Background: an optimization exercise with open tools, aiming at small area and a short achievable clock period. Do not read the settings as production practice. The RTL was checked by simulation tests, not by an equivalence proof against the original design.

==> flow/design.v <==
module apc_quantizer (
    input  wire        clk,
    input  wire        rst,
    input  wire        cfg_we,
    input  wire        cfg_sel,
    input  wire [31:0] cfg_data,
    output reg  [3:0]  root,
    output reg  [3:0]  scale,
    output reg  [11:0] mask,
    output reg         err_val,
    input  wire        in_valid,
    input  wire [31:0] pitch,
    output reg         out_valid,
    output reg  [3:0]  q,
    output reg  [27:0] score
);
    function [11:0] scale_rom(input [3:0] idx);
        case (idx)
            4'd0:    scale_rom = 12'hFFF;  
            4'd1:    scale_rom = 12'hAB5;  
            4'd2:    scale_rom = 12'h5AD;  
            4'd3:    scale_rom = 12'h9AD;  
            4'd4:    scale_rom = 12'hAAD;  
            4'd5:    scale_rom = 12'h6AD;  
            4'd6:    scale_rom = 12'h5AB;  
            4'd7:    scale_rom = 12'hAD5;  
            4'd8:    scale_rom = 12'h6B5;  
            4'd9:    scale_rom = 12'h56B;  
            4'd10:   scale_rom = 12'h295;  
            4'd11:   scale_rom = 12'h4A9;  
            4'd12:   scale_rom = 12'h4E9;  
            default: scale_rom = 12'h000;
        endcase
    endfunction
    function [11:0] rotl12(input [11:0] row, input [3:0] amt);
        reg [23:0] both;
        begin
            both   = {row, row} << amt;
            rotl12 = both[23:12];
        end
    endfunction
    wire root_ok  = (cfg_data <= 32'd11);
    wire scale_ok = (cfg_data <= 32'd12);
    reg [3:0] next_root;
    reg [3:0] next_scale;
    reg       cfg_update;
    reg       cfg_error;
    always @(*) begin
        next_root  = root;
        next_scale = scale;
        cfg_update = 1'b0;
        cfg_error  = 1'b0;
        if (cfg_we) begin
            if (cfg_sel == 1'b0) begin
                if (root_ok) begin
                    next_root  = cfg_data[3:0];
                    cfg_update = 1'b1;
                end else begin
                    cfg_error = 1'b1;
                end
            end else begin
                if (scale_ok) begin
                    next_scale = cfg_data[3:0];
                    cfg_update = 1'b1;
                end else begin
                    cfg_error = 1'b1;
                end
            end
        end
    end
    always @(posedge clk) begin
        if (rst) begin
            root    <= 4'd0;
            scale   <= 4'd0;
            mask    <= scale_rom(4'd0);
            err_val <= 1'b0;
        end else begin
            root  <= next_root;
            scale <= next_scale;
            if (cfg_update)
                mask <= rotl12(scale_rom(next_scale), next_root);
            if (cfg_error)
                err_val <= 1'b1;
        end
    end
    reg        s0_valid;
    reg [31:0] s0_pitch;
    reg [11:0] s0_mask;
    always @(posedge clk) begin
        if (rst) begin
            s0_valid <= 1'b0;
        end else begin
            s0_valid <= in_valid;
        end
        if (in_valid) begin
            s0_pitch <= pitch;
            s0_mask  <= mask;
        end
    end
    localparam signed [34:0] ONE  = 35'sd16777216;    
    localparam signed [34:0] SIX  = 35'sd100663296;   
    localparam signed [34:0] TWLV = 35'sd201326592;   
    function signed [10:0] floor_div12(input signed [10:0] a);
        reg signed [10:0] t;
        begin
            t = a / 11'sd12;                       
            if ((a < 0) && (t * 11'sd12 != a))
                t = t - 11'sd1;
            floor_div12 = t;
        end
    endfunction
    function signed [27:0] class_score(input signed [31:0] x, input [3:0] c, input m);
        reg signed [34:0] d;
        reg signed [34:0] a;
        reg signed [10:0] k;
        reg signed [34:0] ws;
        reg signed [34:0] mag;
        reg signed [34:0] s;
        begin
            d   = x - $signed({31'd0, c}) * ONE;
            a   = d + SIX;                         
            k   = floor_div12(a[34:24]);           
            ws  = d - k * TWLV;
            mag = (ws < 0) ? -ws : ws;
            s   = (m ? SIX : 35'sd0) - mag;
            class_score = s[27:0];
        end
    endfunction
    reg signed [27:0] sc [0:11];
    integer i;
    always @(*) begin
        for (i = 0; i < 12; i = i + 1)
            sc[i] = class_score(s0_pitch, i[3:0], s0_mask[i]);
    end
    reg signed [27:0] best;
    reg        [3:0]  best_c;
    integer j;
    always @(*) begin
        best   = sc[0];
        best_c = 4'd0;
        for (j = 1; j < 12; j = j + 1) begin
            if (sc[j] >= best) begin
                best   = sc[j];
                best_c = j[3:0];
            end
        end
    end
    always @(posedge clk) begin
        if (rst) begin
            out_valid <= 1'b0;
        end else begin
            out_valid <= s0_valid;
        end
        if (s0_valid) begin
            q     <= best_c;
            score <= best;
        end
    end
endmodule
==> flow/run.sh <==
#!/bin/bash
# synth_recipe.tcl (not shown) runs the flow's synth.tcl, then flattens the netlist and writes it again
# the make line also repeats each setting of config.mk as NAME=value (left out here)
make -C /OpenROAD-flow-scripts/flow DESIGN_CONFIG=/design/flow/config.mk WORK_HOME=/design/flow/orfs CLKGATE_MAP_FILE= SYNTH_SCRIPT=/design/flow/synth_recipe.tcl finish
==> flow/config.mk <==
export PLATFORM = sky130hd
export DESIGN_NAME = apc_quantizer
export DESIGN_NICKNAME = apc_quantizer
export VERILOG_FILES = /design/flow/design.v
export SDC_FILE = /design/flow/constraint.sdc
export NUM_CORES = 4
export LEC_CHECK = 0
export CAP_MARGIN = 20
export CORE_MARGIN = 2
export CORE_UTILIZATION = 45
export CTS_CLUSTER_DIAMETER = 60
export CTS_CLUSTER_SIZE = 10
export SLEW_MARGIN = 20
==> flow/constraint.sdc <==
create_clock -name core_clock -period 45.0 [get_ports {clk}]
set_input_delay 9.0000 -clock core_clock [delete_from_list [all_inputs] [get_ports {clk}]]
set_output_delay 9.0000 -clock core_clock [all_outputs]
set_load 0.01 [all_outputs]
==> impl_metrics.csv <==
group,metric,value,unit
outcome,status,"complete, no violations",
routing,drtIter0Drc,4648,
hold_path,hold_class,"flip-flop to flip-flop",
cts,path_clk_slew,0.11,ns
critical_path,cp-end-kind,"flip-flop",
timing,period_needed,42.48,ns
cts,ctsHoldBuffers,0,
cts,clock_latency,0.46,ns
final_layout,fill_cells,11869,
cts,root_buffer,"clkbuf_16",
place,place_ws,0.149,ns
synthesis,synth_mux_area_frac,0.0395,
routing,final_antenna_net_count,0,
critical_path,critPathLaunch,"s0_pitch[26]",
die,die_area,0.119,sq mm
synthesis,netlist.area_leader.share,0.197,
critical_path,crit_end,"score[1]",
critical_path,arrival,42.69,ns
routing,vias_per_cell,6.00,
final_layout,finalNetCount,8297,
synthesis,synth_area_leader_cell,"ha_1",
synthesis,syn_avg_cell_area,7.11,sq um
place,io_buffers,122,
critical_path,r2r_cells,193,
routing,num_vias,53415,
timing,period_share,0.944,
timing,fmax,23.5,MHz
cts,numCtsBuffers,9,
synthesis,synth_area_leaders,"ha_1, xnor2_1, a21oi_1",
critical_path,crit_top_cell,"a21oi_1",
synthesis,synth-simple-area-share,0.206,
global_route,grt_pass1_wl,294000,microns
cts,htree_levels,3,
cts,clock-sinks,99,
routing,dr.pass1.iters,6,
synthesis,synth_compound_area_frac,0.230,
critical_path,rr_startpoint,"s0_pitch[26]",
synthesis,synth_top_family_by_area,"compound AO/OA/AOI/OAI gates",
final_layout,regArea,0.00274,sq mm
job,max-cap-violations,0,
die,num_rows,125,
synthesis,ys_seq_area_frac,0.0524,
die,die_y,345,microns
final_layout,instances_no_fill,8897,
routing,postRouteWirelength,192000,microns
synthesis,syn_inst,7361,
critical_path,slowest_delay,0.81,ns
cts,tritoncts,"done",
final_layout,final_util,0.488,
global_route,first_global_vias,50875,
die,io_pins,123,
final_layout,fin_area,0.0565,sq mm
critical_path,cp_max_fo,23,
critical_path,worst_r2r_endpoint,"score[1]",
critical_path,startpoint_type,"flip-flop",
synthesis,synth_edf_count,76,
timing,timing.hold.ws,0.464,ns
routing,routedWlPerCell,21.6,microns
die,initial_core_util,0.452,
synthesis,yosys_warnings,2,
global_route,antenna_found_initial,2,
synthesis,synthArstFlopShare,0,
final_layout,drive_above_1_share,0.0621,
critical_path,cp_data_required_time,45.21,ns
synthesis,synth_cell_types,137,
die,fp.dieW,345,microns
die,core-area,0.116,sq mm
place,dpl_cell_area,0.0557,sq mm
synthesis,ys_ff_latch,99,
place,place_hpwl,156000,microns
timing,hold_viol,0,
timing,final.setup_skew,0.0238,ns
place,dp_cells,8862,
synthesis,synthAdderAreaFrac,0.215,
synthesis,synth-xor-area-share,0.195,
critical_path,cpMaxStageDelayCell,"nor4_2",
critical_path,critical_path_class,"flip-flop to flip-flop",
final_layout,multi_input_area,0.0469,sq mm
final_layout,synthToLayoutAreaGrowth,7.86,%
timing,final-max-slew-violation-count,0,
synthesis,synth_area,0.0523,sq mm
timing,worst_pin_slew,1.16,ns
synthesis,synth_fp_nets,8292,
routing,drcViolationCount,0,
critical_path,ff2ff_setup_slack,2.52,ns
synthesis,synth_flop_cell,"edfxtp_1",
timing,setup_viol,0,
timing,slew_headroom,0.221,
global_route,grt_max_degree,61,
global_route,grt-ovfl-total,0,
global_route,grt_use_total,0.309,
timing,fin_ws,2.52,ns
place,gp_congestion,1.02,
cts,clock_tree.buffer_depth,2,
timing,tns,0,ns
[worst max-delay path: cells and delay by family, from the launching register on]
family / cells / cell delay [ns]
AO/OA/AOI/OAI: 83 / 18.74
flip-flops: 1 / 0.34
XOR/XNOR: 9 / 2.05
AND/OR/NAND/NOR: 56 / 9.63
buffers and inverters: 20 / 3.60
multiplexers: 7 / 2.60
adder cells (fa/ha/maj): 18 / 5.16
[kinds of logic (layout without fill, tap and decap cells)]
group	Yosys count	count (layout)
AND/OR/NAND/NOR	2299	2301
XOR/XNOR	1150	1150
other	0	2
flip-flops	99	99
adder cells (fa/ha/maj)	883	883
multiplexers	198	198
buffers and inverters	835	841
AO/OA/AOI/OAI	1897	1899
[layer usage]
metal  vias up  global-route usage  wire length (microns)
met4         2               0.155                  11100
li1      25837                   -                      -
met3       498              0.0365                  12000
met1     25088               0.386                  80300
met5         -                   0                     13
met2      1990               0.524                  88500
[worst min path at each step]
stage,start,endpoint,slack [ns],depth (start not counted)
5_1_grt,mask[0],s0_mask[0],0.50,0
4_1_cts,mask[0],s0_mask[0],0.46,0
2_1_floorplan,s0_pitch[0],score[0],0.49,0
6_report,mask[0],s0_mask[0],0.46,0
3_5_place_dp,mask[0],s0_mask[0],0.45,0
3_3_place_gp,mask[0],s0_mask[0],0.44,0
[flip-flops by register name (all words and copies together), names as in the netlist]
signal / count
score: 28
s0_valid: 1
s0_mask: 12
root: 4
err_val: 1
out_valid: 1
s0_pitch: 32
mask: 12
scale: 4
q: 4
[timing repair]
item	4_1_cts	5_1_grt
pin swaps	0	10
gates resized for setup	1	44
cloned	0	4
endpoints found under the setup margin	11	31
setup buffers	0	13
[cell type report]
type                       instances  area share
timing repair buffer             318      0.0481
clock inverter                     7     0.00171
antenna                            2   0.0000886
sequential                        99      0.0486
clock buffer                       9     0.00399
tap                             1524      0.0338
multi-input combinational       6431       0.830
inverter                         507      0.0338
[synth_stat cells (15+ instances only)]
| cell type | number |
|---|---|
| nand2b_1 | 87 |
| o211ai_1 | 35 |
| o31ai_1 | 35 |
| fa_1 | 36 |
| a21boi_0 | 28 |
| and3_1 | 63 |
| o21a_1 | 46 |
| o21bai_1 | 54 |
| xnor2_1 | 837 |
| ha_1 | 826 |
| o21ai_1 | 21 |
| edfxtp_1 | 76 |
| a22oi_1 | 24 |
| and4_1 | 22 |
| nor2b_1 | 85 |
| maj3_1 | 15 |
| mux2i_1 | 152 |
| mux2_2 | 39 |
| nand3_1 | 171 |
| inv_1 | 492 |
| nor3_1 | 114 |
| o21ai_0 | 451 |
| a21oi_1 | 623 |
| a31oi_1 | 86 |
| o22ai_1 | 36 |
| nand4_1 | 77 |
| buf_2 | 29 |
| a21o_1 | 150 |
| clkbuf_1 | 230 |
| a211oi_1 | 61 |
| dfxtp_1 | 23 |
| nand2_1 | 778 |
| or3_1 | 51 |
| xor2_1 | 297 |
| nor4_1 | 40 |
| nor3b_1 | 19 |
| a22o_1 | 15 |
| or2_2 | 36 |
| and2_1 | 59 |
| nand3b_1 | 16 |
| o221ai_1 | 15 |
| nor2_1 | 627 |
| buf_1 | 61 |
[layout by cell type (no fill, tap or decap), types with 111 or more instances in the layout]
cell             synthesis  final
a21o_1                 150    150
a21oi_1                623    622
buf_4                    7    193
clkdlybuf4s50_1          0    121
ha_1                   826    822
inv_1                  492    491
mux2i_1                152    149
nand2_1                778    777
nand3_1                171    169
nor2_1                 627    623
nor3_1                 114    111
o21ai_0                451    450
xnor2_1                837    822
xor2_1                 297    291

==> port drivers added, routing unchanged <==
No port has a modelled driver above. Below, the same layout with a new extraction and two added sets of constraints. Step 1 (the two cells are an assumption about what drives the block):
set clk [get_ports {clk}]
set_driving_cell -lib_cell sky130_fd_sc_hd__clkbuf_16 $clk
set_driving_cell -lib_cell sky130_fd_sc_hd__buf_2 [delete_from_list [all_inputs] $clk]
Step 2 moves the port delays by t, midway between the first and last clock arrival at a register: inputs arrive t later, outputs are due t later. That takes back most of the time a late clock gives input paths. a / b / c = no drivers / after step 1 / after step 2; a / b = the first two.
t, ns: 0.508
setup WS [ns]: 2.520 / 2.520 / 2.520
hold WS [ns]: 0.464 / 0.464 / 0.464
worst setup path after step 2: register to register
clock arrival spread, ns: 0.038 / 0.037
After both steps setup and hold are still met in this run. The setup slack of this run moves by 0.000 ns with the drivers and by 0.000 ns with both steps.
